This is an optimization exercise on Yosys and OpenROAD, whose aim is small area, not a production implementation. Function was checked by simulation only, so behaviour that the tests miss may differ from the original. No driver is modelled on the clock port, so clocking that relies on it looks cheaper here than on a real chip. No activity file was given, so power comes from the tool's default toggle rates.

[flow/flow/run.sh]
#!/bin/bash
# The standard layout (standard.sh: the standard synthesis and ORFS flow),
# with these changes to how the layout is built:
#  - synthesis maps the logic with an area-oriented ABC script
#    (flow/abc_map.script, used in place of ORFS's abc_speed.script through a
#    copy of ORFS's scripts folder in ./orfs_scripts; nothing else in the
#    copy changes, so the registers are those of the standard synthesis);
#  - the input and output port buffers use the smallest buffer cell
#    (sky130_fd_sc_hd__buf_1);
#  - the clock tree uses clkbuf_8 buffers and no dummy loads.
# standard.sh's full output is written to standard.log in this folder; ORFS
# keeps each step's log under orfs/logs/.
set -o pipefail
rm -rf orfs_scripts
cp -r "$FLOW_HOME/scripts" orfs_scripts
cp flow/abc_map.script orfs_scripts/abc_speed.script
export SCRIPTS_DIR="$PWD/orfs_scripts"
export BUFFER_PORTS_ARGS="-buffer_cell sky130_fd_sc_hd__buf_1"
export CTS_ARGS="-sink_clustering_enable -repair_clock_nets -buf_list sky130_fd_sc_hd__clkbuf_8 -sink_clustering_size 30 -dont_use_dummy_load"
export PRE_GLOBAL_PLACE_TCL="$PWD/flow/pre_gp.tcl"
bash standard.sh > standard.log 2>&1
[flow/flow/abc_map.script]
strash
&get -n
&st
&dch -f
&nf -R 1000 -p
&put
strash
&get -n
&st
&syn2
&dch -f
&nf -R 1000 -p
&put
[flow/flow/pre_gp.tcl]
# Run before global placement (PRE_GLOBAL_PLACE_TCL hook): remove the
# synthesis buffers, as ORFS does itself when placement is timing-driven.
remove_buffers
[flow/standard.sh]
#!/bin/bash
# synth_recipe.tcl (not shown) runs the flow's synth.tcl, then flattens the netlist and writes it again
# the make line also repeats each setting of config.mk as NAME=value (left out here)
make -C /OpenROAD-flow-scripts/flow DESIGN_CONFIG=/design/flow/config.mk WORK_HOME=/design/flow/orfs CLKGATE_MAP_FILE= SYNTH_SCRIPT=/design/flow/synth_recipe.tcl "${@:-finish}"
[flow/config.mk]
export PLATFORM = sky130hd
export DESIGN_NAME = mwf1_rx
export DESIGN_NICKNAME = mwf1_rx
export VERILOG_FILES = /design/flow/design.v
export SDC_FILE = /design/flow/constraint.sdc
export NUM_CORES = 4
export LEC_CHECK = 0
export CAP_MARGIN = 0
export CORE_MARGIN = 2
export CORE_UTILIZATION = 70
export GPL_TIMING_DRIVEN = 0
export PLACE_DENSITY = 0.85
export SLEW_MARGIN = 0
[flow/constraint.sdc]
create_clock -name core_clock -period 5.0 [get_ports {clk}]
set_input_delay 1.0000 -clock core_clock [delete_from_list [all_inputs] [get_ports {clk}]]
set_output_delay 1.0000 -clock core_clock [all_outputs]
set_load 0.01 [all_outputs]
[flow/design.v]
module mwf1_crc32 (
    input  wire [31:0] s,
    input  wire [7:0]  b,
    output wire [31:0] o
);
    wire n40 = s[0] ^ b[0];
    wire n41 = s[1] ^ b[1];
    wire n42 = s[6] ^ b[6];
    wire n43 = s[3] ^ b[3];
    wire n44 = s[4] ^ b[4];
    wire n45 = s[2] ^ b[2];
    wire n46 = s[7] ^ b[7];
    wire n47 = s[5] ^ b[5];
    wire n48 = n41 ^ n46;
    wire n49 = n40 ^ n47;
    wire n50 = n43 ^ n45;
    wire n51 = n42 ^ n50;
    wire n52 = n43 ^ n44;
    wire n53 = n42 ^ n49;
    wire n54 = n40 ^ n44;
    wire n55 = n41 ^ n49;
    wire n56 = n41 ^ n45;
    wire n57 = n46 ^ n52;
    wire n58 = n44 ^ n53;
    wire n59 = n44 ^ n47;
    wire n60 = n42 ^ n48;
    wire n61 = n45 ^ n46;
    wire n62 = n42 ^ n57;
    wire n63 = n48 ^ n51;
    wire n64 = n48 ^ n52;
    wire n65 = s[8] ^ n45;
    wire n66 = s[9] ^ n40;
    wire n67 = n66 ^ n43;
    wire n68 = s[10] ^ n41;
    wire n69 = n68 ^ n54;
    wire n70 = s[11] ^ n47;
    wire n71 = n70 ^ n56;
    wire n72 = s[12] ^ n40;
    wire n73 = n72 ^ n51;
    wire n74 = s[13] ^ n64;
    wire n75 = s[14] ^ n59;
    wire n76 = s[15] ^ n53;
    wire n77 = s[16] ^ n60;
    wire n78 = s[17] ^ n46;
    wire n79 = s[18] ^ n45;
    wire n80 = s[19] ^ n43;
    wire n81 = s[20] ^ n54;
    wire n82 = s[21] ^ n55;
    wire n83 = s[22] ^ n42;
    wire n84 = n83 ^ n56;
    wire n85 = s[23] ^ n46;
    wire n86 = n85 ^ n50;
    wire n87 = s[24] ^ n50;
    wire n88 = n87 ^ n54;
    wire n89 = s[25] ^ n52;
    wire n90 = n89 ^ n55;
    wire n91 = s[26] ^ n56;
    wire n92 = n91 ^ n58;
    wire n93 = s[27] ^ n47;
    wire n94 = n93 ^ n63;
    wire n95 = s[28] ^ n62;
    wire n96 = s[29] ^ n59;
    wire n97 = n96 ^ n61;
    wire n98 = s[30] ^ n47;
    wire n99 = n98 ^ n51;
    wire n100 = s[31] ^ n62;
    wire n101 = n44 ^ n49;
    wire n102 = n101 ^ n61;
    wire n103 = n51 ^ n55;
    wire n104 = n54 ^ n63;
    wire n105 = n47 ^ n64;
    wire n106 = n48 ^ n53;
    wire n107 = n40 ^ n60;
    assign o[0] = n65;
    assign o[1] = n67;
    assign o[2] = n69;
    assign o[3] = n71;
    assign o[4] = n73;
    assign o[5] = n74;
    assign o[6] = n75;
    assign o[7] = n76;
    assign o[8] = n77;
    assign o[9] = n78;
    assign o[10] = n79;
    assign o[11] = n80;
    assign o[12] = n81;
    assign o[13] = n82;
    assign o[14] = n84;
    assign o[15] = n86;
    assign o[16] = n88;
    assign o[17] = n90;
    assign o[18] = n92;
    assign o[19] = n94;
    assign o[20] = n95;
    assign o[21] = n97;
    assign o[22] = n99;
    assign o[23] = n100;
    assign o[24] = n102;
    assign o[25] = n103;
    assign o[26] = n104;
    assign o[27] = n105;
    assign o[28] = n58;
    assign o[29] = n106;
    assign o[30] = n107;
    assign o[31] = n48;
endmodule
module mwf1_rx (
    input  wire        clk,
    input  wire        rst,
    input  wire        rx_valid,
    input  wire [7:0]  rx_data,
    output wire        rx_ready,
    output wire        tx_valid,
    output wire [7:0]  tx_data,
    input  wire        tx_ready,
    output wire        pay_we,
    output wire [14:0] pay_addr,
    output wire [7:0]  pay_wdata,
    output wire        frm_valid,
    output wire [14:0] frm_len,
    input  wire        frm_ready,
    output wire [1:0]  st_phase,
    output wire [1:0]  st_rx_state
);
    localparam [14:0] MAXLEN = 15'd26937;
    localparam [1:0] PH_RECEIVE  = 2'd1;
    localparam [1:0] PH_DISPATCH = 2'd2;
    localparam [1:0] PH_ACK      = 2'd3;
    localparam [1:0] S_SEEK = 2'd0;
    localparam [1:0] S_LEN  = 2'd1;
    localparam [1:0] S_PAY  = 2'd2;
    localparam [1:0] S_CRC  = 2'd3;
    localparam [2:0] A_ERL0 = 3'b100, A_ERL1 = 3'b111, A_ERL2 = 3'b010;
    localparam [2:0] A_ERC0 = 3'b101, A_ERC1 = 3'b110, A_ERC2 = 3'b011;
    localparam [2:0] A_OK0  = 3'b000, A_OK1  = 3'b001;
    reg [1:0]  phase;
    reg [1:0]  rx_state;
    reg        win_ne;
    reg [1:0]  mm;
    reg [14:0] len_r;
    reg        len_ovf;      
    reg [14:0] pay_cnt;
    reg [31:0] crc;
    reg [15:0] tmr;
    reg        tmr_ge;       
    wire [2:0] ack = {win_ne, mm};
    wire recv   = (phase == PH_RECEIVE);
    wire rx_fire = rx_valid && recv;
    wire st_seek = (rx_state == S_SEEK);
    wire st_len  = (rx_state == S_LEN);
    wire st_pay  = (rx_state == S_PAY);
    wire st_crc  = (rx_state == S_CRC);
    wire [31:0] crc_next;
    mwf1_crc32 u_crc (.s(crc), .b(rx_data), .o(crc_next));
    wire crc_ok = (crc[31:8] == 24'h00BE26) && ((crc[7:0] ^ rx_data) == 8'hED);
    reg  [14:0] cnt_inc;
    reg         cnt_cy;
    integer     k;
    always @* begin
        cnt_cy = 1'b1;
        for (k = 0; k < 15; k = k + 1) begin
            cnt_inc[k] = pay_cnt[k] ^ cnt_cy;
            cnt_cy     = pay_cnt[k] & cnt_cy;
        end
    end
    wire        fld_last = (pay_cnt[1:0] == 2'd3);
    wire        pay_last = (cnt_inc == len_r);
    reg         len_le;
    integer     j;
    always @* begin
        len_le = 1'b1;
        for (j = 0; j < 15; j = j + 1)
            len_le = MAXLEN[j] ? (!len_r[j] || len_le) : (!len_r[j] && len_le);
    end
    wire        len_ge9  = (|len_r[14:4]) || (len_r[3] && (|len_r[2:0]));
    wire        len_ok   = !len_ovf && (rx_data == 8'd0) && len_ge9 && len_le;
    wire b_m0 = (rx_data == 8'h4D);
    wire b_m1 = (rx_data == 8'h57);
    wire b_m2 = (rx_data == 8'h46);
    wire b_m3 = (rx_data == 8'h31);
    wire magic_hit = (mm == 2'd3) && b_m3;
    reg tmr_hit;
    always @* begin
        case (rx_state)
            S_SEEK:  tmr_hit = ((tmr & 16'h0109) == 16'h0101);  
            S_PAY:   tmr_hit = ((tmr & 16'h7FBE) == 16'h6320);  
            default: tmr_hit = ((tmr & 16'h4040) == 16'h4040);  
        endcase
    end
    wire ge     = tmr_ge | tmr_hit;
    wire expire = recv && !rx_valid && ge && (!st_seek || win_ne);
    wire len_end = rx_fire && st_len && fld_last;
    wire pay_end = rx_fire && st_pay && pay_last;
    wire crc_end = rx_fire && st_crc && fld_last;
    wire tmr_clr = rx_fire && (st_seek || (st_len && fld_last) || (st_pay && pay_last));
    always @(posedge clk) begin
        if (tmr_clr) begin
            tmr    <= 16'd0;
            tmr_ge <= 1'b0;
        end else begin
            tmr    <= {tmr[14:0], ~(tmr[15] ^ tmr[12] ^ tmr[5] ^ tmr[3])};
            tmr_ge <= ge;
        end
        if (st_seek || len_end || pay_end)
            pay_cnt <= 15'd0;
        else if (rx_fire)
            pay_cnt <= cnt_inc;
        if (rx_fire && st_len) begin
            if (pay_cnt[1:0] == 2'd0) len_r[7:0] <= rx_data;
            if (pay_cnt[1:0] == 2'd1) begin
                len_r[14:8] <= rx_data[6:0];
                len_ovf     <= rx_data[7];
            end else begin
                len_ovf     <= len_ovf | (rx_data != 8'd0);
            end
        end
        if (!(st_pay || st_crc))
            crc <= 32'hFFFFFFFF;
        else if (rx_fire)
            crc <= crc_next;
        if (rst) begin
            phase    <= PH_RECEIVE;
            rx_state <= S_SEEK;
            win_ne   <= 1'b0;
            mm       <= 2'd0;
        end else begin
            if (!st_seek || expire) begin
                win_ne <= 1'b0;
                mm     <= 2'd0;
            end else if (rx_fire) begin
                win_ne <= !magic_hit;
                if (b_m0)                        mm <= 2'd1;
                else if (mm == 2'd1 && b_m1)     mm <= 2'd2;
                else if (mm == 2'd2 && b_m2)     mm <= 2'd3;
                else                             mm <= 2'd0;
            end
            case (phase)
                PH_RECEIVE: begin
                    if (rx_fire) begin
                        case (rx_state)
                            S_SEEK: if (magic_hit) rx_state <= S_LEN;
                            S_LEN: if (fld_last) begin
                                if (len_ok) begin
                                    rx_state <= S_PAY;
                                end else begin
                                    rx_state <= S_SEEK;
                                    phase    <= PH_ACK;
                                    {win_ne, mm} <= A_ERL0;
                                end
                            end
                            S_PAY: if (pay_last) rx_state <= S_CRC;
                            default: if (fld_last) begin
                                rx_state <= S_SEEK;
                                if (crc_ok) begin
                                    phase <= PH_DISPATCH;
                                end else begin
                                    phase <= PH_ACK;
                                    {win_ne, mm} <= A_ERC0;
                                end
                            end
                        endcase
                    end else if (expire) begin
                        rx_state <= S_SEEK;
                    end
                end
                PH_DISPATCH: begin
                    if (frm_ready) phase <= PH_ACK;
                end
                default: begin
                    if (tx_ready) begin
                        case (ack)
                            A_ERL0: {win_ne, mm} <= A_ERL1;
                            A_ERL1: {win_ne, mm} <= A_ERL2;
                            A_ERC0: {win_ne, mm} <= A_ERC1;
                            A_ERC1: {win_ne, mm} <= A_ERC2;
                            A_OK0:  {win_ne, mm} <= A_OK1;
                            default: begin
                                {win_ne, mm} <= 3'b000;
                                phase        <= PH_RECEIVE;
                            end
                        endcase
                    end
                end
            endcase
        end
    end
    reg [7:0] ack_byte;
    always @* begin
        case (ack)
            A_ERL0, A_ERC0: ack_byte = 8'h45;
            A_ERL1, A_ERC1: ack_byte = 8'h52;
            A_ERL2:         ack_byte = 8'h4C;
            A_ERC2:         ack_byte = 8'h43;
            A_OK0:          ack_byte = 8'h4F;
            default:        ack_byte = 8'h4B;
        endcase
    end
    assign rx_ready    = recv;
    assign tx_valid    = (phase == PH_ACK);
    assign tx_data     = ack_byte;
    assign pay_we      = rx_fire && st_pay;
    assign pay_addr    = pay_cnt;
    assign pay_wdata   = rx_data;
    assign frm_valid   = (phase == PH_DISPATCH);
    assign frm_len     = len_r;
    assign st_phase    = phase;
    assign st_rx_state = rx_state;
endmodule
==> results of run 1 <==
[cells by family after synthesis]
| logic type | Yosys count | share of synthesized area, % |
|---|---|---|
| buffers and inverters | 20 | 2.67 |
| other | 2 | 0.172 |
| XOR/XNOR | 82 | 16.5 |
| AO/OA/AOI/OAI | 120 | 15.4 |
| adder cells (fa/ha/maj) | 20 | 5.74 |
| flip-flops | 87 | 43.6 |
| AND/OR/NAND/NOR | 137 | 16.0 |
[cells in the final DEF (no fill, tap or decap), drive strengths merged, types with 6 or more instances in the layout]
master,synthesis,layout
xnor2,55,55
dfxtp,71,71
xor2,27,27
buf,11,66
and2,20,20
clkinv,9,9
a21oi,56,56
nand2,43,43
a211oi,6,6
clkbuf,0,9
edfxtp,16,16
nand3,8,8
nor4,6,6
nor2,22,22
o21ai,40,40
o211ai,6,6
nand4,8,8
nor3,11,11
ha,20,20
[repair_timing]
item,in CTS,in global routing
endpoints found under the setup margin,15,18
resized for setup,2,5
pin swaps,0,1
[stage by stage]
stage	power (uW)	utilization (%)	instance area [um2]
detailed placement	920	78.4	4670
global route	1330	81.1	4830
global placement	908	77.4	4610
CTS	1290	80.7	4810
floorplan	873	-	4360
finish	1280	81.1	4830
[routing by layer]
layer	vias up	global-route usage, %
li1	1779	-
met4	0	8.94
met3	24	6.66
met5	-	0
met1	1741	39.7
met2	155	47.4
[power by group through the flow]
stage	registers (uW)	clock network [uW]	logic [uW]
after floorplan	749	0	124
after global placement	751	0	158
after detailed placement	751	0	169
after CTS	735	379	172
after global routing	737	406	191
final	735	374	175
[flip-flops by register name, summed over array words and instances (netlist names)]
| name | cells |
|---|---|
| crc | 32 |
| len_ovf | 1 |
| len_r | 15 |
| mm | 2 |
| pay_cnt | 15 |
| phase | 2 |
| rx_state | 2 |
| tmr | 16 |
| tmr_ge | 1 |
| win_ne | 1 |
[layout make-up]
type / instances / area (um2) / share of cell area (%)
Clock buffer: 9 / 124 / 2.56
Inverter: 9 / 33.8 / 0.699
Multi-Input combinational cell: 362 / 2380 / 49.3
Sequential cell: 87 / 1900 / 39.4
Tap cell: 75 / 93.8 / 1.94
Timing Repair Buffer: 66 / 295 / 6.11
[worst min path at each step]
stage / endpoint / cells past startpoint / from / slack [ns]
floorplan: tmr[14] / 1 / tmr[13] / 0.43
global placement: tmr[3] / 1 / tmr[2] / 0.44
detailed placement: tmr[11] / 1 / tmr[10] / 0.44
CTS: tmr[3] / 1 / tmr[2] / 0.44
global route: tmr[3] / 1 / tmr[2] / 0.46
finish: tmr[3] / 1 / tmr[2] / 0.43
==> impl_results.rst, run 1 <==
.. list-table::
   :header-rows: 1

   * - Metric
     - Value
   * - Maximum fanout along the worst path
     - 18
   * - Switching portion of total power
     - 25.7%
   * - Run status
     - no timing/DRC/antenna violations
   * - Cell with the biggest individual delay on the critical path
     - sky130_fd_sc_hd__dfxtp_1
   * - Via count of the routed design
     - 3699
   * - Die H
     - 82.9 um
   * - CTS max path bufs
     - 2
   * - Total power divided by cell area
     - 266 nW/um2
   * - Cell count after synthesis
     - 468
   * - R2r worst-path depth
     - 22
   * - Peak supply drop
     - 0.243 mV
   * - Crit. path cell count
     - 22
   * - Startpoint of the most critical setup path
     - pay_cnt[0]
   * - Routed length on met2
     - 4770 um
   * - Setup violation total in the final timing report
     - 0
   * - Number of enable flip-flop cells after synthesis
     - 16
   * - Combined buffer and inverter count along the critical path
     - 1
   * - Leakage Power
     - 0.00161 uW
   * - Most instantiated cells after synthesis
     - sky130_fd_sc_hd__dfxtp_1 (71), sky130_fd_sc_hd__a21oi_1 (56), sky130_fd_sc_hd__xnor2_1 (55), sky130_fd_sc_hd__nand2_1 (43), sky130_fd_sc_hd__o21ai_0 (40)
   * - Leading register cell type out of synthesis
     - sky130_fd_sc_hd__dfxtp_1
   * - Post-synth top area share
     - 32.6%
   * - GP Congestion
     - 0.900
   * - Pin slew with the least headroom to its limit
     - 0.875 ns
   * - Total placed cells including tap cells
     - 599
   * - Clk root buf
     - sky130_fd_sc_hd__clkbuf_8
   * - Synth Area per Inst
     - 9.32 um2
   * - Number of cells in the finished layout apart from fillers
     - 608
   * - Critical path type
     - register to register
   * - Largest net degree at the start of global routing
     - 66
   * - Worst setup timing slack at the placement stage
     - -0.254 ns
   * - DRT Pass-1 Iters
     - 5
   * - Seq/Total Area, Yosys
     - 43.6%
   * - Diodes inserted
     - 0
   * - Sum of routed wire length over all layers
     - 10100 um
   * - Detailed Route Iter0 Violations
     - 288
   * - Minimum hold slack
     - 0.432 ns
   * - TritonCTS sink count
     - 87
   * - Worst r2r src
     - pay_cnt[0]
   * - Wirelength per Cell
     - 16.6 um
   * - FF-to-FF End
     - pay_cnt[14]
   * - Initial core utilization
     - 73.2%
   * - Num ports
     - 67
   * - Post-CTS setup buffer count
     - 0
   * - Total track usage
     - 29.4%
   * - H-tree Lvls
     - 3
   * - Final critical-path share of the clock period
     - 93.8%
   * - Post-Route M1 WL
     - 4430 um
   * - Half-perimeter wire length after placement
     - 7260 um
   * - Final-report max-slew violation count
     - 0
   * - Number of nets with antenna violations after detailed routing
     - 0
   * - Worst Path Required
     - 5.23 ns
   * - Minimum clock period
     - 4.69 ns
   * - Cell taking the most area after synthesis
     - sky130_fd_sc_hd__dfxtp_1
   * - Core Region
     - 5960 um2
   * - Part of the total power dissipated in sequential elements
     - 57.3%
   * - Final Net Count
     - 568
   * - Filler Cell Count
     - 415
   * - MaxCap Viol Count
     - 0
   * - Type of element capturing the critical path
     - register
   * - Clock group share of total power
     - 29.1%
   * - Dominant cells by area after synthesis
     - sky130_fd_sc_hd__dfxtp_1 (33%), sky130_fd_sc_hd__xnor2_1 (11%), sky130_fd_sc_hd__edfxtp_1 (11%)
   * - Detailed route wirelength on metal3
     - 681 um
   * - Worst Setup Start Kind
     - register
   * - Setup slack on the worst flop-to-flop path
     - 0.31 ns
   * - Highest Clock Rate
     - 213 MHz
   * - # hold bufs at CTS
     - 0
   * - Overall die width
     - 82.9 um
   * - Min-Delay Path Class
     - register to register
   * - Standard-cell rows
     - 28
   * - Highest metal layer used by the detailed router
     - met4
   * - Max-slew headroom at the worst pin
     - 41.3%
   * - Vias/cell
     - 6.08
   * - Total Die Area
     - 6880 um2
   * - Most common cell in the netlist
     - sky130_fd_sc_hd__dfxtp_1
   * - CP delay by family, top
     - adder cells
   * - Async SR Flop Fraction
     - 0%
   * - Crit-path cells
     - ha_2, ha_1, ha_1, ha_1, ha_1, ha_1, ha_1, ha_1, ha_1, ha_1, ha_1, ha_1, ha_1, xnor2_1, nand4_1, nor3_1, nand4_1, a211oi_2, a31oi_4, o21ai_2, buf_6, a211oi_1
   * - Int Pwr
     - 954 uW
   * - Count of state elements after synthesis
     - 87
   * - TNS Setup
     - 0 ns
   * - Setup repair after global routing missed its margin
     - false
   * - Number of different library cells in the post-synthesis netlist
     - 41
   * - Worst setup slack after layout
     - 0.312 ns
   * - Sum of overflow across all layers after global routing
     - 0
   * - Total count of hold-check failures in the final report
     - 0
   * - CTS tree
     - built
   * - Setup clock skew after layout
     - 0.0232 ns
   * - Worst-Skew Late Latency
     - 0.36 ns
   * - Fraction of final layout cells with drive strength greater than 1
     - 3.38%
   * - Number of buffers inserted by port buffering
     - 63
   * - Gate power share
     - 13.6%
   * - Antenna violations before repair
     - 0
   * - Reg clk slew, reported paths
     - 0.09 ns
   * - Yosys Warn Count
     - 1
   * - Switch Pwr
     - 331 uW
   * - Via count of the first global-routing pass
     - 3372
   * - First-pass GRT wire length
     - 16400 um
   * - Clock buffers created by TritonCTS
     - 9
   * - Slowest cell delay on critical path
     - 0.40 ns
   * - Layout-stage area growth over the synthesis result
     - 10.8%
   * - # DRC
     - 0
   * - Endpoint of the worst setup timing path
     - pay_cnt[14]
   * - Cell Area, Synth
     - 4360 um2
   * - Arrival @ worst endpoint
     - 4.92 ns
   * - Cell with the most instances on the worst path
     - sky130_fd_sc_hd__ha_1
==> inputs of run 2 (changes only) <==
--- a/flow/flow/run.sh
+++ b/flow/flow/run.sh
@@ -16,6 +16,6 @@
 cp flow/abc_map.script orfs_scripts/abc_speed.script
 export SCRIPTS_DIR="$PWD/orfs_scripts"
 export BUFFER_PORTS_ARGS="-buffer_cell sky130_fd_sc_hd__buf_1"
-export CTS_ARGS="-sink_clustering_enable -repair_clock_nets -buf_list sky130_fd_sc_hd__clkbuf_8 -sink_clustering_size 30 -dont_use_dummy_load"
-export PRE_GLOBAL_PLACE_TCL="$PWD/flow/pre_gp.tcl"
+export CTS_ARGS="-sink_clustering_enable -repair_clock_nets -buf_list sky130_fd_sc_hd__clkbuf_4 -dont_use_dummy_load"
+export POST_CTS_TCL="$PWD/flow/post_cts.tcl"
 bash standard.sh > standard.log 2>&1
==> flow/flow/post_cts.tcl (new file) <==
estimate_parasitics -placement
foreach inst [get_cells -hierarchical clkbuf*] {
  if {[get_property $inst ref_name] != "sky130_fd_sc_hd__clkbuf_4"} { continue }
  set out [get_pins -of_objects $inst -filter "direction==output"]
  set worst 0
  foreach pin [get_pins -of_objects [get_nets -of_objects $out] -filter "direction==input"] {
    if {[get_property $pin name] != "CLK"} { continue }
    foreach e {rise fall} {
      set s [get_property $pin slew_max_$e]
      if {$s > $worst} { set worst $s }
    }
  }
  if {$worst > 0.112} {
    puts "upsizing [get_name $inst] to clkbuf_8 (clock pin slew $worst ns)"
    replace_cell $inst sky130_fd_sc_hd__clkbuf_8
  }
}
estimate_parasitics -placement
detailed_placement
check_placement -verbose
estimate_parasitics -placement
--- a/flow/config.mk
+++ b/flow/config.mk
@@ -8,6 +8,5 @@
 export CAP_MARGIN = 0
 export CORE_MARGIN = 2
 export CORE_UTILIZATION = 70
-export GPL_TIMING_DRIVEN = 0
 export PLACE_DENSITY = 0.85
 export SLEW_MARGIN = 0
removed: flow/flow/pre_gp.tcl
==> impl_results.rst, run 2 <==
.. list-table::
   :header-rows: 1

   * - Metric
     - Value
   * - Synth Area per Inst
     - 9.32 um2 (unchanged)
   * - Final-report max-slew violation count
     - 0 (unchanged)
   * - Post-Route M1 WL
     - 4400 um (-0.70%)
   * - Detailed Route Iter0 Violations
     - 459 (+59%)
   * - GP Congestion
     - 0.878 (-2.4%)
   * - Routed length on met2
     - 4820 um (+0.94%)
   * - Via count of the first global-routing pass
     - 3448 (+2.3%)
   * - Number of different library cells in the post-synthesis netlist
     - 41 (unchanged)
   * - Arrival @ worst endpoint
     - 5.00 ns (+0.08 ns)
   * - Storage element area
     - 1900 um2 (unchanged)
   * - TritonCTS sink count
     - 87 (unchanged)
   * - Num ports
     - 67 (unchanged)
   * - Gate power share
     - 14.2% (+0.6 points)
   * - Most instantiated cells after synthesis
     - sky130_fd_sc_hd__dfxtp_1 (71), sky130_fd_sc_hd__a21oi_1 (56), sky130_fd_sc_hd__xnor2_1 (55), sky130_fd_sc_hd__nand2_1 (43), sky130_fd_sc_hd__o21ai_0 (40)
   * - Layout-stage area growth over the synthesis result
     - 8.87%
   * - Worst Setup Start Kind
     - register
   * - Total Die Area
     - 6880 um2 (unchanged)
   * - MaxCap Viol Count
     - 0 (unchanged)
   * - Standard-cell rows
     - 28 (unchanged)
   * - Die H
     - 82.9 um (unchanged)
   * - Reg clk slew, reported paths
     - 0.10 ns (about the same)
   * - Count of state elements after synthesis
     - 87 (unchanged)
   * - Maximum fanout along the worst path
     - 6 (-12)
   * - Total count of hold-check failures in the final report
     - 0 (unchanged)
   * - Initial core utilization
     - 73.2% (unchanged)
   * - Switch Pwr
     - 323 uW (-2.3%)
   * - Dominant cells by area after synthesis
     - sky130_fd_sc_hd__dfxtp_1 (33%), sky130_fd_sc_hd__xnor2_1 (11%), sky130_fd_sc_hd__edfxtp_1 (11%)
   * - Worst Path Required
     - 5.30 ns (+0.07 ns)
   * - Regs by FF count
     - crc x32, tmr x16
   * - Util after Layout
     - 79.7% (-1.4 points)
   * - CTS tree
     - built
   * - Seq/Total Area, Yosys
     - 43.6% (unchanged)
   * - Via count of the routed design
     - 3781 (+2.2%)
   * - Filler Cell Count
     - 427 (+2.9%)
   * - Half-perimeter wire length after placement
     - 7640 um (+5.2%)
   * - Diodes inserted
     - 0 (unchanged)
   * - Cell Area, Synth
     - 4360 um2 (unchanged)
   * - Clock group share of total power
     - 25.2% (-3.9 points)
   * - Fraction of final layout cells with drive strength greater than 1
     - 3.17% (-0.21 points)
   * - DRT Pass-1 Iters
     - 5 (unchanged)
   * - Highest Clock Rate
     - 213 MHz (-0.26%)
   * - Final critical-path share of the clock period
     - 94.0% (+0.24 points)
   * - # DRC
     - 0 (unchanged)
   * - Minimum clock period
     - 4.70 ns (+0.0121 ns)
   * - Top library cells by usage in the layout, fill and taps aside
     - sky130_fd_sc_hd__dfxtp_1 (71), sky130_fd_sc_hd__buf_1 (63), sky130_fd_sc_hd__a21oi_1 (56), sky130_fd_sc_hd__xnor2_1 (55), sky130_fd_sc_hd__nand2_1 (42)
   * - First-pass GRT wire length
     - 16900 um (+3.1%)
   * - Part of the total power dissipated in sequential elements
     - 60.5% (+3.2 points)
   * - Core Region
     - 5960 um2 (unchanged)
   * - Critical path type
     - register to register
   * - Yosys Warn Count
     - 1 (unchanged)
   * - Sum of routed wire length over all layers
     - 10400 um (+3.3%)
   * - Leading register cell type out of synthesis
     - sky130_fd_sc_hd__dfxtp_1
   * - TNS Setup
     - 0 ns (unchanged)
   * - Setup repair after global routing missed its margin
     - false
   * - Highest metal layer used by the detailed router
     - met4
   * - Leakage Power
     - 0.00159 uW (-0.98%)
   * - Min-Delay Path Class
     - register to register
   * - Total track usage
     - 30.6% (+1.2 points)
   * - Int Pwr
     - 891 uW (-6.6%)
   * - Number of nets with antenna violations after detailed routing
     - 0 (unchanged)
   * - Run status
     - no timing/DRC/antenna violations
   * - Setup clock skew after layout
     - 0.0196 ns (-0.00358 ns)
   * - Most common cell in the netlist
     - sky130_fd_sc_hd__dfxtp_1
   * - Async SR Flop Fraction
     - 0% (unchanged)
   * - Worst-Skew Late Latency
     - 0.43 ns (+0.07 ns)
   * - Detailed route wirelength on metal3
     - 935 um (+37%)
   * - Most common cell after layout, fill and taps aside
     - sky130_fd_sc_hd__dfxtp_1
   * - Area taken by multi-input logic gates
     - 2350 um2 (-1.4%)
   * - Peak supply drop
     - 0.201 mV (-17%)
   * - Sum of overflow across all layers after global routing
     - 0 (unchanged)
   * - Cell count after synthesis
     - 468 (unchanged)
   * - Post-synth top area share
     - 32.6% (unchanged)
   * - Antenna violations before repair
     - 0 (unchanged)
   * - Cell taking the most area after synthesis
     - sky130_fd_sc_hd__dfxtp_1
   * - Wirelength per Cell
     - 17.0 um (+2.6%)
   * - Final Net Count
     - 572 (+0.70%)
   * - Pin slew with the least headroom to its limit
     - 0.884 ns (+0.00849 ns)
   * - Total power divided by cell area
     - 256 nW/um2 (-3.8%)
   * - Vias/cell
     - 6.18 (+1.5%)
   * - Switching portion of total power
     - 26.6% (+0.86 points)
   * - Setup violation total in the final timing report
     - 0 (unchanged)
   * - Max-slew headroom at the worst pin
     - 40.7% (-0.57 points)
   * - Number of buffers inserted by port buffering
     - 63 (unchanged)
   * - Largest net degree at the start of global routing
     - 60 (-9.1%)
   * - Type of element capturing the critical path
     - register
   * - Largest register by flop count
     - crc
   * - Max FFs per register
     - 32 (unchanged)
   * - Number of enable flip-flop cells after synthesis
     - 16 (unchanged)
   * - Overall die width
     - 82.9 um (unchanged)
[run 2: power groups by stage]
stage,Sequential [uW],Combinational [uW],Clock (uW)
floorplan,749,124,0
global placement,751,163,0
detailed placement,751,169,0
global route,737,188,337
finish,735,173,307
[run 2: layout make-up]
cell class                 instances  area share, %
clock buffer                       9           1.69
inverter                           9          0.712
timing repair buffer              70           6.09
tap                               75           1.98
multi-input combinational        362           49.5
sequential                        87           40.1
[run 2: routing by layer]
layer  global-route usage, %  vias to the layer above
li1                        -                     1795
met3                    5.77                       27
met2                    48.2                      209
met1                    40.9                     1750
met4                    14.0                        0
met5                       0                        -
[run 2: kinds of logic (layout without fill, tap and decap cells)]
kind of cell	Yosys count	count (layout)	synth area share [%]
flip-flops	87	87	43.6
buffers and inverters	20	88	2.67
XOR/XNOR	82	82	16.5
AO/OA/AOI/OAI	120	120	15.4
other	2	3	0.172
adder cells (fa/ha/maj)	20	20	5.74
AND/OR/NAND/NOR	137	137	16.0
[run 2: final timing paths]
check	from	end	slack, ns	cells past startpoint
worst max-delay path	pay_cnt[0]	rx_state[0]	0.30	21
worst min-delay path	tmr[4]	tmr[5]	0.46	1
worst max register to register	pay_cnt[0]	rx_state[0]	0.30	21
worst min register to register	tmr[4]	tmr[5]	0.46	1
[run 2: through the flow]
stage	area [um2]	setup WS, ns	cells	power, uW	hold slack (ns)
after global placement	4670	0.607	603	914	0.438
final	4750	0.300	612	1210	0.463
after global routing	4750	0.0440	612	1260	0.487
after floorplan	4360	0.0832	469	873	0.431
after detailed placement	4670	0.408	603	920	0.449
[run 2: worst max-delay path, stage by stage, from the launching register on]
cell,delay [ns]
sky130_fd_sc_hd__dfxtp_1,0.40
sky130_fd_sc_hd__ha_1,0.31
sky130_fd_sc_hd__ha_1,0.21
sky130_fd_sc_hd__ha_1,0.18
sky130_fd_sc_hd__ha_1,0.18
sky130_fd_sc_hd__ha_1,0.18
sky130_fd_sc_hd__ha_1,0.18
sky130_fd_sc_hd__ha_1,0.18
sky130_fd_sc_hd__ha_1,0.17
sky130_fd_sc_hd__ha_1,0.18
sky130_fd_sc_hd__ha_1,0.18
sky130_fd_sc_hd__ha_1,0.18
sky130_fd_sc_hd__ha_1,0.18
sky130_fd_sc_hd__ha_1,0.31
sky130_fd_sc_hd__xnor2_1,0.16
sky130_fd_sc_hd__nand4_1,0.10
sky130_fd_sc_hd__nor3_1,0.17
sky130_fd_sc_hd__nand4_1,0.21
sky130_fd_sc_hd__a221oi_1,0.52
sky130_fd_sc_hd__o21ai_0,0.18
sky130_fd_sc_hd__o21ai_0,0.12
sky130_fd_sc_hd__nor2_1,0.05
==> inputs of run 3 (changes only) <==
--- a/flow/flow/run.sh
+++ b/flow/flow/run.sh
@@ -7,7 +7,9 @@
 #    copy changes, so the registers are those of the standard synthesis);
 #  - the input and output port buffers use the smallest buffer cell
 #    (sky130_fd_sc_hd__buf_1);
-#  - the clock tree uses clkbuf_8 buffers and no dummy loads.
+#  - the clock tree is built from clkbuf_4 buffers without dummy loads, and
+#    after CTS each clock buffer whose flip-flops would see too slow a clock
+#    slew is upsized to clkbuf_8 (flow/post_cts.tcl).
 # standard.sh's full output is written to standard.log in this folder; ORFS
 # keeps each step's log under orfs/logs/.
 set -o pipefail
==> flow/flow/abc_map.script (replaced) <==
strash
&get -n
&st
&dch -f
&nf -R 1000 -p
&put
mfs2 -a
strash
&get -n
&st
&syn2
&dch -f
&nf -R 1000 -p
&put
==> impl_results.rst, run 3 <==
.. list-table::
   :header-rows: 1

   * - Metric
     - Value
   * - Run status
     - no timing/DRC/antenna violations
   * - Antenna violations before repair
     - 0 (unchanged)
   * - Regs by FF count
     - crc x32, tmr x16
   * - # DRC
     - 0 (unchanged)
   * - First-pass GRT wire length
     - 15600 um (-7.6%)
   * - Total track usage
     - 30.4% (-0.19 points)
   * - Overall die width
     - 82.7 um (-0.22%)
   * - Maximum fanout along the worst path
     - 6 (unchanged)
   * - Sum of overflow across all layers after global routing
     - 0 (unchanged)
   * - FF-to-FF End
     - rx_state[0]
   * - Clock group share of total power
     - 26.2% (+1.0 points)
   * - Setup repair after global routing missed its margin
     - false
   * - Setup violation total in the final timing report
     - 0 (unchanged)
   * - Leakage Power
     - 0.00159 uW (-0.15%)
   * - Via count of the routed design
     - 3746 (-0.93%)
   * - Count of state elements after synthesis
     - 87 (unchanged)
   * - Cell with the most instances on the worst path
     - sky130_fd_sc_hd__ha_1
   * - Total Die Area
     - 6850 um2 (-0.43%)
   * - Area taken by multi-input logic gates
     - 2320 um2 (-1.2%)
   * - Via count of the first global-routing pass
     - 3246 (-5.9%)
   * - Layout-stage area growth over the synthesis result
     - 8.88% (about the same)
   * - Sum of routed wire length over all layers
     - 10200 um (-2.1%)
   * - Filler Cell Count
     - 429 (+0.47%)
   * - Largest net degree at the start of global routing
     - 81 (+35%)
   * - Gate power share
     - 13.9% (-0.3 points)
   * - Final critical-path share of the clock period
     - 90.6% (-3.4 points)
   * - Peak supply drop
     - 0.240 mV (+20%)
   * - Setup clock skew after layout
     - 0.0332 ns (+0.0136 ns)
   * - Number of buffers inserted by port buffering
     - 63 (unchanged)
   * - Core Region
     - 5960 um2 (unchanged)
   * - Met3 demand-to-capacity share in global routing
     - 5.65% (-0.11 points)
   * - Slowest cell delay on critical path
     - 0.46 ns (-0.06 ns)
   * - Number of enable flip-flop cells after synthesis
     - 16 (unchanged)
   * - Initial core utilization
     - 72.9% (-0.34 points)
   * - Minimum clock period
     - 4.53 ns (-0.170 ns)
   * - Switch Pwr
     - 328 uW (+1.4%)
   * - Diodes inserted
     - 0 (unchanged)
   * - Yosys Warn Count
     - 1 (unchanged)
   * - Storage element area
     - 1900 um2 (unchanged)
   * - Post-synth top area share
     - 32.7% (+0.15 points)
   * - Setup slack on the worst flop-to-flop path
     - 0.47 ns (+0.17 ns)
   * - Final Net Count
     - 572 (unchanged)
   * - Worst r2r src
     - pay_cnt[0]
   * - Crit-path cells
     - ha_1, ha_1, ha_1, ha_1, ha_1, ha_1, ha_1, ha_1, ha_1, ha_1, ha_1, ha_1, ha_1, xnor2_1, xnor2_1, nor3_1, nand4_1, a211oi_1, o21ai_0, o21ai_0, nor2_1
   * - Critical path type
     - register to register
   * - Async SR Flop Fraction
     - 0% (unchanged)
   * - Min-Delay Path Class
     - register to register
   * - R2r worst-path depth
     - 21 (unchanged)
   * - Most common cell after layout, fill and taps aside
     - sky130_fd_sc_hd__dfxtp_1
   * - Int Pwr
     - 898 uW (+0.70%)
   * - GP Congestion
     - 0.925 (+5.4%)
   * - CTS tree
     - built
   * - Combined buffer and inverter count along the critical path
     - 0 (unchanged)
   * - Number of different library cells in the post-synthesis netlist
     - 41 (unchanged)
   * - Worst setup timing slack at the placement stage
     - 0.550 ns (+0.143 ns)
   * - Largest register by flop count
     - crc
   * - Max-slew headroom at the worst pin
     - 46.1% (+5.4 points)
   * - Highest-utilization routing layer at the global route stage
     - met2
   * - Type of element capturing the critical path
     - register
   * - Dominant cells by area after synthesis
     - sky130_fd_sc_hd__dfxtp_1 (33%), sky130_fd_sc_hd__xnor2_1 (11%), sky130_fd_sc_hd__edfxtp_1 (11%)
   * - Highest Clock Rate
     - 221 MHz (+3.8%)
   * - Num ports
     - 67 (unchanged)
   * - Seq/Total Area, Yosys
     - 43.8% (+0.20 points)
   * - Leading register cell type out of synthesis
     - sky130_fd_sc_hd__dfxtp_1
   * - Cell with the biggest individual delay on the critical path
     - sky130_fd_sc_hd__a211oi_1
   * - Reg clk slew, reported paths
     - 0.09 ns (about the same)
   * - CP delay by family, top
     - adder cells
   * - Synth Area per Inst
     - 9.25 um2 (-0.67%)
   * - Endpoint of the worst setup timing path
     - rx_state[0]
   * - Cell Area, Synth
     - 4340 um2 (-0.46%)
   * - Cell count after synthesis
     - 469 (+0.21%)
   * - Detailed Route Iter0 Violations
     - 390 (-15%)
   * - Fraction of final layout cells with drive strength greater than 1
     - 2.98% (-0.19 points)
   * - Max FFs per register
     - 32 (unchanged)
   * - Switching portion of total power
     - 26.7% (+0.14 points)
   * - Half-perimeter wire length after placement
     - 7260 um (-5.0%)
   * - Cell taking the most area after synthesis
     - sky130_fd_sc_hd__dfxtp_1
   * - Total power divided by cell area
     - 259 nW/um2 (+1.3%)
   * - Minimum hold slack
     - 0.471 ns (+0.00802 ns)
   * - Startpoint of the most critical setup path
     - pay_cnt[0]
   * - Post-layout power
     - 1230 uW (+0.89%)
   * - Crit. path cell count
     - 21 (unchanged)
   * - Worst-Skew Late Latency
     - 0.43 ns (about the same)
   * - Wirelength per Cell
     - 16.7 um (-2.1%)
   * - Final-report max-slew violation count
     - 0 (unchanged)
   * - Total count of hold-check failures in the final report
     - 0 (unchanged)
   * - Number of nets with antenna violations after detailed routing
     - 0 (unchanged)
   * - Part of the total power dissipated in sequential elements
     - 59.8% (-0.7 points)
   * - TritonCTS sink count
     - 87 (unchanged)
   * - Worst Path Required
     - 5.31 ns (about the same)
   * - Die H
     - 82.7 um (-0.22%)
   * - MaxCap Viol Count
     - 0 (unchanged)
   * - Pin slew with the least headroom to its limit
     - 0.802 ns (-0.0818 ns)
   * - M2 GR Usage
     - 51.9% (+3.6 points)
   * - Met1 usage in global routing
     - 39.1% (-1.7 points)
   * - Top library cells by usage in the layout, fill and taps aside
     - sky130_fd_sc_hd__dfxtp_1 (71), sky130_fd_sc_hd__buf_1 (63), sky130_fd_sc_hd__a21oi_1 (58), sky130_fd_sc_hd__xnor2_1 (55)
   * - Arrival @ worst endpoint
     - 4.84 ns (-0.16 ns)
   * - Vias/cell
     - 6.12 (-0.93%)
   * - Most instantiated cells after synthesis
     - sky130_fd_sc_hd__dfxtp_1 (71), sky130_fd_sc_hd__a21oi_1 (58), sky130_fd_sc_hd__xnor2_1 (55), sky130_fd_sc_hd__nand2_1 (43), sky130_fd_sc_hd__o21ai_0 (42)
   * - TNS Setup
     - 0 ns (unchanged)
   * - DRT Pass-1 Iters
     - 5 (unchanged)
   * - Most common cell in the netlist
     - sky130_fd_sc_hd__dfxtp_1
   * - Worst Setup Start Kind
     - register
   * - Worst setup slack after layout
     - 0.470 ns (+0.170 ns)
   * - Standard-cell rows
     - 28 (unchanged)
-- run 3: logic make-up after synthesis --
| kind of cell | share of synthesized area, % |
|---|---|
| other cells | 0.173 |
| simple gates | 14.8 |
| xor+xnor | 16.7 |
| flops | 43.8 |
| fa+ha+maj | 5.77 |
| compound gates | 15.8 |
| buf+inv | 2.85 |
-- run 3: layout make-up --
| class | count | area share [%] |
|---|---|---|
| Multi-Input combinational cell | 361 | 49.1 |
| Sequential cell | 87 | 40.2 |
| Timing Repair Buffer | 69 | 5.96 |
| Tap cell | 75 | 1.99 |
| Clock buffer | 9 | 1.83 |
| Inverter | 11 | 0.874 |
-- run 3: worst min path at each step --
stage	from	end	slack, ns	cells after the start
after global placement	tmr[4]	tmr[5]	0.45	1
after global routing	tmr[4]	tmr[5]	0.48	1
final	tmr[4]	tmr[5]	0.47	1
after detailed placement	tmr[4]	tmr[5]	0.46	1
after floorplan	tmr[8]	tmr[9]	0.44	1
-- run 3: power groups by stage --
| stage | registers [uW] | logic, uW | clock network, uW |
|---|---|---|---|
| 6_report | 733 | 170 | 322 |
| 3_5_place_dp | 749 | 167 | 0 |
| 2_1_floorplan | 748 | 124 | 0 |
| 3_3_place_gp | 748 | 163 | 0 |
| 5_1_grt | 735 | 187 | 343 |
-- run 3: stage by stage --
| step | util [%] | area [um2] | instances |
|---|---|---|---|
| after floorplan | - | 4340 | 470 |
| after global placement | 77.9 | 4640 | 603 |
| after detailed placement | 77.9 | 4640 | 603 |
| after global routing | 79.3 | 4730 | 612 |
| final | 79.3 | 4730 | 612 |
-- run 3: per-layer routing --
metal / wire length [um] / share of wire (%)
met1: 4230 / 41
met2: 5000 / 49
met3: 767 / 7.5
met4: 194 / 1.9
met5: 0 / 0
==> inputs of run 4 (changes only) <==
==> flow/flow/abc_map.script (replaced) <==
strash
&get -n
&st
&dch -f
&nf -R 1000 -p
&put
strash
&get -n
&st
&syn2
&dch -f
&nf -R 1000 -p
&put
==> impl_results.rst, run 4 <==
.. list-table::
   :header-rows: 1

   * - Metric
     - Value
   * - Synth Area per Inst
     - 9.32 um2 (+0.68%)
   * - Largest net degree at the start of global routing
     - 60 (-26%)
   * - Standard-cell rows
     - 28 (unchanged)
   * - Half-perimeter wire length after placement
     - 7640 um (+5.3%)
   * - Origin of the worst min-delay path
     - tmr[4]
   * - TNS Setup
     - 0 ns (unchanged)
   * - GP Congestion
     - 0.878 (-5.1%)
   * - Util after Layout
     - 79.7% (+0.36 points)
   * - Cell with the most instances on the worst path
     - sky130_fd_sc_hd__ha_1
   * - Clock group share of total power
     - 25.2% (-1.0 points)
   * - Setup violation total in the final timing report
     - 0 (unchanged)
   * - Diodes inserted
     - 0 (unchanged)
   * - Int Pwr
     - 891 uW (-0.69%)
   * - Fraction of final layout cells with drive strength greater than 1
     - 3.17% (+0.19 points)
   * - Num ports
     - 67 (unchanged)
   * - Leading register cell type out of synthesis
     - sky130_fd_sc_hd__dfxtp_1
   * - Sum of overflow across all layers after global routing
     - 0 (unchanged)
   * - CTS tree
     - built
   * - Final-report max-slew violation count
     - 0 (unchanged)
   * - Worst Setup Start Kind
     - register
   * - Worst setup timing slack at the placement stage
     - 0.408 ns (-0.143 ns)
   * - # DRC
     - 0 (unchanged)
   * - Wirelength per Cell
     - 17.0 um (+2.2%)
   * - Max-slew headroom at the worst pin
     - 40.7% (-5.4 points)
   * - Part of the total power dissipated in sequential elements
     - 60.5% (+0.7 points)
   * - Switch Pwr
     - 323 uW (-1.4%)
   * - Worst-Skew Late Latency
     - 0.43 ns (about the same)
   * - Minimum clock period
     - 4.70 ns (+0.170 ns)
   * - FF-to-FF End
     - rx_state[0]
   * - Pin slew with the least headroom to its limit
     - 0.884 ns (+0.0818 ns)
   * - Worst r2r src
     - pay_cnt[0]
   * - Most instantiated cells after synthesis
     - sky130_fd_sc_hd__dfxtp_1 (71), sky130_fd_sc_hd__a21oi_1 (56), sky130_fd_sc_hd__xnor2_1 (55), sky130_fd_sc_hd__nand2_1 (43), sky130_fd_sc_hd__o21ai_0 (40)
   * - CP delay by family, top
     - adder cells
   * - Final Net Count
     - 572 (unchanged)
   * - Total power divided by cell area
     - 256 nW/um2 (-1.3%)
   * - Combined buffer and inverter count along the critical path
     - 0 (unchanged)
   * - Cell taking the most area after synthesis
     - sky130_fd_sc_hd__dfxtp_1
   * - Vias/cell
     - 6.18 (+0.93%)
   * - Total Die Area
     - 6880 um2 (+0.44%)
   * - Count of state elements after synthesis
     - 87 (unchanged)
   * - Setup slack on the worst flop-to-flop path
     - 0.30 ns (-0.17 ns)
   * - Worst setup slack after layout
     - 0.300 ns (-0.170 ns)
   * - Via count of the first global-routing pass
     - 3448 (+6.2%)
   * - Async SR Flop Fraction
     - 0% (unchanged)
   * - Layout-stage area growth over the synthesis result
     - 8.87% (about the same)
   * - Crit-path cells
     - ha_1, ha_1, ha_1, ha_1, ha_1, ha_1, ha_1, ha_1, ha_1, ha_1, ha_1, ha_1, ha_1, xnor2_1, nand4_1, nor3_1, nand4_1, a221oi_1, o21ai_0, o21ai_0, nor2_1
   * - Regs by FF count
     - crc x32, tmr x16
   * - Final critical-path share of the clock period
     - 94.0% (+3.4 points)
   * - Via count of the routed design
     - 3781 (+0.93%)
   * - Initial core utilization
     - 73.2% (+0.34 points)
   * - Dominant cells by area after synthesis
     - sky130_fd_sc_hd__dfxtp_1 (33%), sky130_fd_sc_hd__xnor2_1 (11%), sky130_fd_sc_hd__edfxtp_1 (11%)
   * - Number of enable flip-flop cells after synthesis
     - 16 (unchanged)
   * - Gate power share
     - 14.2% (+0.3 points)
   * - Number of cells in the finished layout apart from fillers
     - 612 (unchanged)
   * - Sum of routed wire length over all layers
     - 10400 um (+2.2%)
   * - Die H
     - 82.9 um (+0.22%)
   * - Yosys Warn Count
     - 1 (unchanged)
   * - DRT Pass-1 Iters
     - 5 (unchanged)
   * - Highest Clock Rate
     - 213 MHz (-3.6%)
   * - Core Region
     - 5960 um2 (unchanged)
   * - Min-Delay Path Class
     - register to register
   * - Peak supply drop
     - 0.201 mV (-17%)
   * - Type of element capturing the critical path
     - register
   * - Slowest cell delay on critical path
     - 0.52 ns (+0.06 ns)
   * - Seq/Total Area, Yosys
     - 43.6% (-0.20 points)
   * - Minimum hold slack
     - 0.463 ns (-0.00802 ns)
   * - Setup repair after global routing missed its margin
     - false
   * - MaxCap Viol Count
     - 0 (unchanged)
   * - Leakage Power
     - 0.00159 uW (+0.15%)
   * - Arrival @ worst endpoint
     - 5.00 ns (+0.16 ns)
   * - Reg clk slew, reported paths
     - 0.10 ns (about the same)
   * - Worst-case hold path end point
     - tmr[5]
   * - Total count of hold-check failures in the final report
     - 0 (unchanged)
   * - Max FFs per register
     - 32 (unchanged)
   * - Post-synth top area share
     - 32.6% (-0.15 points)
   * - Filler Cell Count
     - 427 (-0.47%)
   * - Detailed Route Iter0 Violations
     - 459 (+18%)
   * - Setup clock skew after layout
     - 0.0196 ns (-0.0136 ns)
   * - Total track usage
     - 30.6% (+0.19 points)
   * - Most common cell in the netlist
     - sky130_fd_sc_hd__dfxtp_1
   * - Most common cell after layout, fill and taps aside
     - sky130_fd_sc_hd__dfxtp_1
   * - Overall die width
     - 82.9 um (+0.22%)
   * - Number of nets with antenna violations after detailed routing
     - 0 (unchanged)
   * - First-pass GRT wire length
     - 16900 um (+8.3%)
   * - Antenna violations before repair
     - 0 (unchanged)
   * - Cell with the biggest individual delay on the critical path
     - sky130_fd_sc_hd__a221oi_1
   * - Largest register by flop count
     - crc
   * - Top library cells by usage in the layout, fill and taps aside
     - sky130_fd_sc_hd__dfxtp_1 (71), sky130_fd_sc_hd__buf_1 (63), sky130_fd_sc_hd__a21oi_1 (56), sky130_fd_sc_hd__xnor2_1 (55), sky130_fd_sc_hd__nand2_1 (42)
   * - TritonCTS sink count
     - 87 (unchanged)
   * - Number of buffers inserted by port buffering
     - 63 (unchanged)
   * - Critical path type
     - register to register
   * - Total placed cells including tap cells
     - 603 (unchanged)
   * - Number of different library cells in the post-synthesis netlist
     - 41 (unchanged)
   * - Worst Path Required
     - 5.30 ns (about the same)
   * - Cell count after synthesis
     - 468 (-0.21%)
   * - Switching portion of total power
     - 26.6% (-0.14 points)
   * - Worst Hold Depth
     - 1 (unchanged)
   * - Cell Area, Synth
     - 4360 um2 (+0.46%)
   * - Maximum fanout along the worst path
     - 6 (unchanged)
   * - Run status
     - no timing/DRC/antenna violations
   * - R2r worst-path depth
     - 21 (unchanged)
## run 4: cell types whose count changed after synthesis, moves of 3 or more
cell	previous run	this run
sky130_fd_sc_hd__nor2_1	26	22
sky130_fd_sc_hd__o211ai_1	3	6
sky130_fd_sc_hd__nor2b_1	17	3
sky130_fd_sc_hd__and2_0	2	20
## run 4: area by class of cell
class                      instances  area [um2]  share of cell area (%)
timing repair buffer              70         289                    6.09
clock buffer                       9        80.1                    1.69
tap                               75        93.8                    1.98
sequential                        87        1900                    40.1
multi-input combinational        362        2350                    49.5
inverter                           9        33.8                   0.712
## run 4: power by group through the flow
stage / Sequential, uW / Clock, uW / Combinational (uW)
floorplan: 749 / 0 / 124
global placement: 751 / 0 / 163
detailed placement: 751 / 0 / 169
global route: 737 / 337 / 188
finish: 735 / 307 / 173
## run 4: through the flow
stage                     instance area (um2)  total power [uW]
final                                    4750              1210
after floorplan                          4360               873
after detailed placement                 4670               920
after global routing                     4750              1260
after global placement                   4670               914
## run 4: worst register-to-register path, delay by kind of cell (launching register included)
kind / cells / cell delay [ns]
adder cells (fa/ha/maj): 13 / 2.62
AO/OA/AOI/OAI: 3 / 0.82
AND/OR/NAND/NOR: 4 / 0.53
flip-flops: 1 / 0.40
XOR/XNOR: 1 / 0.16
## run 4: metal layers
metal | GRT usage, % | vias up | wire length [um]
li1 | - | 1795 | -
met1 | 40.9 | 1750 | 4400
met2 | 48.2 | 209 | 4820
met3 | 5.77 | 27 | 935
met4 | 14.0 | 0 | 260
met5 | 0 | - | 0
## run 4: cells by family (layout without fill, tap and decap cells)
family          after synthesis  in the layout  synth area share, %
compound gates              120            120                 15.4
xor+xnor                     82             82                 16.5
fa+ha+maj                    20             20                 5.74
buf+inv                      20             88                 2.67
flops                        87             87                 43.6
other cells                   2              3                0.172
simple gates                137            137                 16.0
## run 4: how the worst max path moves through the flow
| stage | start | to | slack, ns | cells after the start |
|---|---|---|---|---|
| after floorplan | pay_cnt[0] | pay_cnt[1] | 0.08 | 21 |
| after global placement | pay_cnt[0] | rx_state[1] | 0.61 | 21 |
| after detailed placement | pay_cnt[0] | rx_state[1] | 0.41 | 21 |
| after global routing | pay_cnt[0] | rx_state[1] | 0.04 | 21 |
| final | pay_cnt[0] | rx_state[0] | 0.30 | 21 |
==> inputs of run 5 (changes only) <==
--- a/flow/flow/run.sh
+++ b/flow/flow/run.sh
@@ -1,7 +1,8 @@
 #!/bin/bash
 # The standard layout (standard.sh: the standard synthesis and ORFS flow),
 # with these changes to how the layout is built:
-#  - synthesis maps the logic with an area-oriented ABC script
+#  - synthesis maps the logic with an area-oriented ABC script (two rounds of
+#    mapping with relaxed delay, with a don't-care resynthesis between)
 #    (flow/abc_map.script, used in place of ORFS's abc_speed.script through a
 #    copy of ORFS's scripts folder in ./orfs_scripts; nothing else in the
 #    copy changes, so the registers are those of the standard synthesis);
==> flow/flow/abc_map.script (replaced) <==
strash
&get -n
&st
&dch -f
&nf -R 1000 -p
&put
mfs2 -a
strash
&get -n
&st
&syn2
&dch -f
&nf -R 1000 -p
&put
==> impl_results.rst, run 5 <==
.. list-table::
   :header-rows: 1

   * - Metric
     - Value
   * - TritonCTS sink count
     - 87 (unchanged)
   * - Highest-utilization routing layer at the global route stage
     - met2
   * - Cell with the biggest individual delay on the critical path
     - sky130_fd_sc_hd__a211oi_1
   * - Total power divided by cell area
     - 259 nW/um2 (+1.3%)
   * - Combined buffer and inverter count along the critical path
     - 0 (unchanged)
   * - Sum of overflow across all layers after global routing
     - 0 (unchanged)
   * - Via count of the routed design
     - 3746 (-0.93%)
   * - Async SR Flop Fraction
     - 0% (unchanged)
   * - Reg clk slew, reported paths
     - 0.09 ns (about the same)
   * - Met3 demand-to-capacity share in global routing
     - 5.65% (-0.11 points)
   * - Standard-cell rows
     - 28 (unchanged)
   * - Layout-stage area growth over the synthesis result
     - 8.88% (about the same)
   * - Post-synthesis share of cell area spent on xor and xnor gates
     - 16.7% (+0.28 points)
   * - Antenna violations before repair
     - 0 (unchanged)
   * - Leading register cell type out of synthesis
     - sky130_fd_sc_hd__dfxtp_1
   * - Adder and majority gate portion of the synthesized area
     - 5.77% (+0.026 points)
   * - Sum of routed wire length over all layers
     - 10200 um (-2.1%)
   * - Peak supply drop
     - 0.240 mV (+20%)
   * - Maximum fanout along the worst path
     - 6 (unchanged)
   * - Cell with the most instances on the worst path
     - sky130_fd_sc_hd__ha_1
   * - Arrival @ worst endpoint
     - 4.84 ns (-0.16 ns)
   * - Number of cells in the finished layout apart from fillers
     - 612 (unchanged)
   * - Critical path type
     - register to register
   * - Core Region
     - 5960 um2 (unchanged)
   * - Overall die width
     - 82.7 um (-0.22%)
   * - # DRC
     - 0 (unchanged)
   * - Final Net Count
     - 572 (unchanged)
   * - CTS tree
     - built
   * - Most instantiated cells after synthesis
     - sky130_fd_sc_hd__dfxtp_1 (71), sky130_fd_sc_hd__a21oi_1 (58), sky130_fd_sc_hd__xnor2_1 (55), sky130_fd_sc_hd__nand2_1 (43), sky130_fd_sc_hd__o21ai_0 (42)
   * - Final critical-path share of the clock period
     - 90.6% (-3.4 points)
   * - Half-perimeter wire length after placement
     - 7260 um (-5.0%)
   * - Total Die Area
     - 6850 um2 (-0.43%)
   * - Seq/Total Area, Yosys
     - 43.8% (+0.20 points)
   * - Worst Setup Start Kind
     - register
   * - Via count of the first global-routing pass
     - 3246 (-5.9%)
   * - First-pass GRT wire length
     - 15600 um (-7.6%)
   * - Max-slew headroom at the worst pin
     - 46.1% (+5.4 points)
   * - M2 GR Usage
     - 51.9% (+3.6 points)
   * - MaxCap Viol Count
     - 0 (unchanged)
   * - TNS Setup
     - 0 ns (unchanged)
   * - Num ports
     - 67 (unchanged)
   * - Regs by FF count
     - crc x32, tmr x16
   * - Area taken by multi-input logic gates
     - 2320 um2 (-1.2%)
   * - Detailed Route Iter0 Violations
     - 390 (-15%)
   * - Minimum clock period
     - 4.53 ns (-0.170 ns)
   * - Number of enable flip-flop cells after synthesis
     - 16 (unchanged)
   * - GP Congestion
     - 0.925 (+5.4%)
   * - Largest family of logic cells by synthesized area
     - XOR/XNOR gates
   * - Crit. path cell count
     - 21 (unchanged)
   * - Number of different library cells in the post-synthesis netlist
     - 41 (unchanged)
   * - Final-report max-slew violation count
     - 0 (unchanged)
   * - Cell taking the most area after synthesis
     - sky130_fd_sc_hd__dfxtp_1
   * - Top library cells by usage in the layout, fill and taps aside
     - sky130_fd_sc_hd__dfxtp_1 (71), sky130_fd_sc_hd__buf_1 (63), sky130_fd_sc_hd__a21oi_1 (58), sky130_fd_sc_hd__xnor2_1 (55)
   * - Util after Layout
     - 79.3% (-0.36 points)
   * - Filler Cell Count
     - 429 (+0.47%)
   * - Worst-Skew Late Latency
     - 0.43 ns (about the same)
   * - Initial core utilization
     - 72.9% (-0.34 points)
   * - Pin slew with the least headroom to its limit
     - 0.802 ns (-0.0818 ns)
   * - R2r worst-path depth
     - 21 (unchanged)
   * - Largest register by flop count
     - crc
   * - Run status
     - no timing/DRC/antenna violations
   * - Cell Area, Synth
     - 4340 um2 (-0.46%)
   * - CP delay by family, top
     - adder cells
   * - Highest Clock Rate
     - 221 MHz (+3.8%)
   * - Crit-path cells
     - ha_1, ha_1, ha_1, ha_1, ha_1, ha_1, ha_1, ha_1, ha_1, ha_1, ha_1, ha_1, ha_1, xnor2_1, xnor2_1, nor3_1, nand4_1, a211oi_1, o21ai_0, o21ai_0, nor2_1
   * - Cell count after synthesis
     - 469 (+0.21%)
   * - Most common cell after layout, fill and taps aside
     - sky130_fd_sc_hd__dfxtp_1
   * - Type of element capturing the critical path
     - register
   * - Worst Path Required
     - 5.31 ns (about the same)
   * - Largest net degree at the start of global routing
     - 81 (+35%)
   * - Storage element area
     - 1900 um2 (unchanged)
   * - DRT Pass-1 Iters
     - 5 (unchanged)
   * - Wirelength per Cell
     - 16.7 um (-2.1%)
   * - Diodes inserted
     - 0 (unchanged)
   * - Yosys Warn Count
     - 1 (unchanged)
   * - Met1 usage in global routing
     - 39.1% (-1.7 points)
   * - Dominant cells by area after synthesis
     - sky130_fd_sc_hd__dfxtp_1 (33%), sky130_fd_sc_hd__xnor2_1 (11%), sky130_fd_sc_hd__edfxtp_1 (11%)
   * - Fraction of final layout cells with drive strength greater than 1
     - 2.98% (-0.19 points)
   * - Count of state elements after synthesis
     - 87 (unchanged)
   * - Total count of hold-check failures in the final report
     - 0 (unchanged)
   * - Die H
     - 82.7 um (-0.22%)
   * - Setup repair after global routing missed its margin
     - false
   * - Setup violation total in the final timing report
     - 0 (unchanged)
   * - Setup clock skew after layout
     - 0.0332 ns (+0.0136 ns)
   * - Fraction of the mapped netlist area in compound gates
     - 15.8% (+0.42 points)
   * - Worst Hold Depth
     - 1 (unchanged)
   * - Post-synth top area share
     - 32.7% (+0.15 points)
   * - Number of buffers inserted by port buffering
     - 63 (unchanged)
   * - Synth Area per Inst
     - 9.25 um2 (-0.67%)
   * - Leakage Power
     - 0.00159 uW (-0.15%)
   * - Most common cell in the netlist
     - sky130_fd_sc_hd__dfxtp_1
   * - Total placed cells including tap cells
     - 603 (unchanged)
   * - Min-Delay Path Class
     - register to register
   * - Total track usage
     - 30.4% (-0.19 points)
   * - Slowest cell delay on critical path
     - 0.46 ns (-0.06 ns)
   * - Vias/cell
     - 6.12 (-0.93%)
   * - Multiplexer share of the synthesized area
     - 0% (unchanged)
   * - Share of synthesized cell area in and, or, nand and nor gates
     - 14.8% (-1.1 points)
   * - Number of nets with antenna violations after detailed routing
     - 0 (unchanged)
   * - Max FFs per register
     - 32 (unchanged)
[run 5: changes by cell type after synthesis, moves of 3 or more]
cell                       change
sky130_fd_sc_hd__nor2b_1      +14
sky130_fd_sc_hd__nor2_1        +4
sky130_fd_sc_hd__o211ai_1      -3
sky130_fd_sc_hd__and2_0       -18
[run 5: path summary, 6_finish.rpt]
check,startpoint,endpoint,slack (ns)
min reg2reg,tmr[4],tmr[5],0.47
min,tmr[4],tmr[5],0.47
max reg2reg,pay_cnt[0],rx_state[0],0.47
max,pay_cnt[0],rx_state[0],0.47
[run 5: cells by family after synthesis]
| kind of cell | after synthesis |
|---|---|
| AO/OA/AOI/OAI | 123 |
| adder cells (fa/ha/maj) | 20 |
| buffers and inverters | 22 |
| AND/OR/NAND/NOR | 132 |
| flip-flops | 87 |
| other | 2 |
| XOR/XNOR | 83 |
[run 5: layout make-up]
| class | count | area share [%] |
|---|---|---|
| clock buffer | 9 | 1.83 |
| tap | 75 | 1.99 |
| sequential | 87 | 40.2 |
| inverter | 11 | 0.874 |
| timing repair buffer | 69 | 5.96 |
| multi-input combinational | 361 | 49.1 |
[run 5: layer usage]
layer / wire length [um] / share of wire (%)
met3: 767 / 7.5
met5: 0 / 0
met2: 5000 / 49
met1: 4230 / 41
met4: 194 / 1.9
[run 5: through the flow]
step	hold slack, ns	setup slack [ns]	power, uW	area [um2]
final	0.471	0.470	1230	4730
after global routing	0.484	0.173	1260	4730
after detailed placement	0.456	0.550	916	4640
after global placement	0.448	0.659	912	4640
after floorplan	0.438	0.573	872	4340
[run 5: worst register-to-register path: stages (launching register included)]
cell and delay, ns:
sky130_fd_sc_hd__dfxtp_1 0.38, sky130_fd_sc_hd__ha_1 0.31, sky130_fd_sc_hd__ha_1 0.21, sky130_fd_sc_hd__ha_1 0.18, sky130_fd_sc_hd__ha_1 0.18, sky130_fd_sc_hd__ha_1 0.19, sky130_fd_sc_hd__ha_1 0.18, sky130_fd_sc_hd__ha_1 0.18
sky130_fd_sc_hd__ha_1 0.18, sky130_fd_sc_hd__ha_1 0.18, sky130_fd_sc_hd__ha_1 0.19, sky130_fd_sc_hd__ha_1 0.18, sky130_fd_sc_hd__ha_1 0.18, sky130_fd_sc_hd__ha_1 0.19, sky130_fd_sc_hd__xnor2_1 0.24, sky130_fd_sc_hd__xnor2_1 0.10
sky130_fd_sc_hd__nor3_1 0.22, sky130_fd_sc_hd__nand4_1 0.18, sky130_fd_sc_hd__a211oi_1 0.46, sky130_fd_sc_hd__o21ai_0 0.16, sky130_fd_sc_hd__o21ai_0 0.12, sky130_fd_sc_hd__nor2_1 0.06
[run 5: where the power goes]
part / internal (uW) / leakage [uW] / switching (uW)
registers: 723 / 0.000719 / 10.5
logic: 65.6 / 0.000820 / 105
clock network: 109 / 0.0000492 / 212
total: 898 / 0.00159 / 328

[static timing again, ports no longer ideal]
In the flow no input, the clock included, has a driving cell. The finished layouts below were timed again as built, in two steps.
Step 1, drivers: a clkbuf_16 drives clk and a buf_2 each remaining input, both assumed.
Step 2 also shifts input and output timing later by t, the mid clock arrival at the registers, as if the neighbouring blocks saw the same clock.
Slacks: ideal ports / drivers / drivers and shift; pairs: ideal ports / drivers.
run	t, ns	setup WS [ns]	hold WS [ns]	clock arrival spread, ns
run 1	0.377	0.312 / 0.312 / 0.312	0.432 / 0.432 / 0.432	0.027 / 0.028
run 2	0.449	0.300 / 0.300 / 0.300	0.463 / 0.463 / 0.463	0.020 / 0.020
run 3	0.444	0.470 / 0.470 / 0.470	0.471 / 0.471 / 0.471	0.033 / 0.033
run 4	0.449	0.300 / 0.300 / 0.300	0.463 / 0.463 / 0.463	0.020 / 0.020
run 5	0.444	0.470 / 0.470 / 0.470	0.471 / 0.471 / 0.471	0.033 / 0.033
After both steps setup and hold are still met in every run listed.
